What follows belongs to an exercise in optimizing a design on an open flow for small area; a production flow would make more cautious choices.
Function was checked by simulation only, so behaviour that the tests miss may differ from the original.
No activity file was given, so power comes from the tool's default toggle rates.

## the baseline
Design permutation_table_rom, start of the top module:
module permutation_table_rom (
    input  wire        clk,
    input  wire        rst,
    input  wire        host_we,
    input  wire [1:0]  host_addr,
    input  wire [15:0] host_wdata,
    output wire [1:0]  state,
    output wire [1:0]  ecode,
    output wire [63:0] result,
    output wire [15:0] arg_rd,
    output wire [15:0] cmd_rd,
    output wire        mem_req,
    output wire [15:0] mem_addr,
    input  wire        mem_gnt,
    input  wire [7:0]  mem_rdata
);
Size in the first run: about 200 flip-flops, roughly 19000 sq um of cells after synthesis.
==> flow/config.mk <==
export PLATFORM = sky130hd
export DESIGN_NAME = permutation_table_rom
export DESIGN_NICKNAME = permutation_table_rom
export VERILOG_FILES = /design/flow/design.v
export SDC_FILE = /design/flow/constraint.sdc
export NUM_CORES = 4
export LEC_CHECK = 0
export CAP_MARGIN = 20
export CORE_MARGIN = 2
export CORE_UTILIZATION = 35
export PLACE_DENSITY = 0.5
export SLEW_MARGIN = 20
==> flow/constraint.sdc <==
create_clock -name core_clock -period 110.0 [get_ports {clk}]
set_input_delay 22.0000 -clock core_clock [delete_from_list [all_inputs] [get_ports {clk}]]
set_output_delay 22.0000 -clock core_clock [all_outputs]
set_load 0.01 [all_outputs]
standard.sh (not shown) runs the stock make flow with config.mk's settings and CLKGATE_MAP_FILE= SYNTH_SCRIPT=/design/flow/synth_recipe.tcl, a recipe that flattens the netlist after the stock synthesis.
==> flow/flow/run.sh <==
#!/bin/bash
set -euo pipefail
export BUFFER_PORTS_ARGS="-buffer_cell sky130_fd_sc_hd__buf_1"
export CTS_ARGS="-sink_clustering_enable -repair_clock_nets -dont_use_dummy_load -buf_list sky130_fd_sc_hd__clkbuf_4"
bash standard.sh > standard_flow.log 2>&1
Inputs modified between the baseline and the candidate:
diff --git a/flow/design.v b/flow/design.v
--- a/flow/design.v
+++ b/flow/design.v
@@ -120,21 +120,21 @@
     wire [31:0] jkw = (alg == A_JK) ? {16'd0, arg_q ^ {8'd0, mem_rdata & {8{rd}}}} : 32'd0;
     reg  [31:0] opa, mc;
     reg         mc_hi;
     always @(*) begin
         opa = {A[29:0], 2'b00}; mc = G; mc_hi = 1'b0;
         case (ph)
             P_H2:  begin opa = X; mc = Y; end
             P_RD:  begin opa = X; mc = jkw; end   
             P_G1, P_G2, P_JFE, P_J3, P_JX0: begin opa = A[31:0]; mc = 32'd0; end    
             P_JF, P_JFG, P_JS, P_SW1, P_SW2, P_SW3, P_FIN: begin opa = X; mc = 32'd0; end   
-            P_JFR: begin opa = 32'd0; mc = 32'd0; end
+            P_JFR: begin opa = 32'd0; mc = 32'h1234abcd; end
             P_JFX: begin opa = {11'd0, X[31:11]}; mc = jkw; end
             P_J4:  begin opa = {6'd0, X[31:6]}; mc = 32'd0; end
             P_F1:  begin opa = A[31:0]; mc = klo; end
             P_F2:  begin opa = G; mc = khi; end
             P_FL:  begin mc = Y; end
             P_MOD1, P_MOD2: begin opa = {14'd0, A[32:15]}; mc = 32'd104851; end
             P_FH:  begin opa = {G[29:0], asv}; mc = X; mc_hi = 1'b1; end
             default: ;
         endcase
     end
@@ -250,22 +250,21 @@
         case (rys)
             2'd0: ry = 32'd0;
             2'd1: ry = Y;
             default: ry = {Y[22:0], Y[31:23]};
         endcase
         case (qs)
             2'd1: q0 = tl;
             default: q0 = S;
         endcase
     end
-    wire [31:0] Q = q0 ^ ((ph == P_F1) ? llo : (ph == P_F2) ? lhi : (qs == 2'd0) ? Y :
-                          (ph == P_JFR) ? 32'h1234abcd : 32'd0);
+    wire [31:0] Q = q0 ^ ((ph == P_F1) ? llo : (ph == P_F2) ? lhi : (qs == 2'd0) ? Y : 32'd0);
     wire [32:0] ainit = (fnb && !busy) ? 33'h084222325 : 33'd0;
     wire cmdw  = !busy && (st != S_ERROR) && host_we && (host_addr == 2'd1) && (w_hash || w_tlkup);
     wire abort = busy && host_we && !host_addr[1];
     wire run   = busy && !abort;
     wire x_x = run && (xs == 2'd1), x_c = (run && (xs == 2'd2)) || cmdw, x_s = run && (xs == 2'd3);
     wire x_h = !(x_x || x_c || x_s);
     wire y_x = run && (ys == 2'd1), y_c = (run && (ys == 2'd2)) || cmdw, y_f = run && (ys == 2'd3);
     wire y_h = !(y_x || y_c || y_f);
     wire g_q = run && (gs == 2'd1), g_f = run && (gs == 2'd3), g_c = cmdw && !w[4];
     wire g_h = !(g_q || g_f || g_c);
Results
The candidate and the baseline all finish clean. Global-route usage was lower in the candidate than in the baseline. Taking the baseline as the reference, in the candidate filler cell count in the final layout lower; delay of the slowest cell on the worst path higher. Relative to the baseline, the proportion of layout cells with a drive suffix above 1 of the candidate is lower by 1.5 points. The baseline has a higher overall power than the candidate.

==> re-timing with driven ports <==
How much do the figures lean on ideal ports? The routed layouts below were timed once more, with nothing changed but the port constraints. Step 1 sets driving cells, clkbuf_16 on the clock port and buf_2 on the other inputs (assumed; they add their load-dependent delay and slew). Step 2 also shifts input and output timing later by t, the mid clock arrival at the registers, as if the neighbouring blocks saw the same clock. Slacks: ideal ports / drivers / drivers and shift; pairs: ideal ports / drivers.
| run | t, ns | setup slack, ns | clock arrival spread, ns | cell pins on the clock port's net |
|---|---|---|---|---|
| the baseline | 0.877 | 67.400 / 67.402 / 66.525 | 0.075 / 0.075 | 1 |
| the candidate | 0.902 | 67.933 / 67.964 / 67.062 | 0.146 / 0.146 | 1 |
After both steps setup and hold are still met in every run listed. The setup slack of the baseline, which loses most, moves by +0.002 ns with the drivers and by -0.875 ns with both steps.
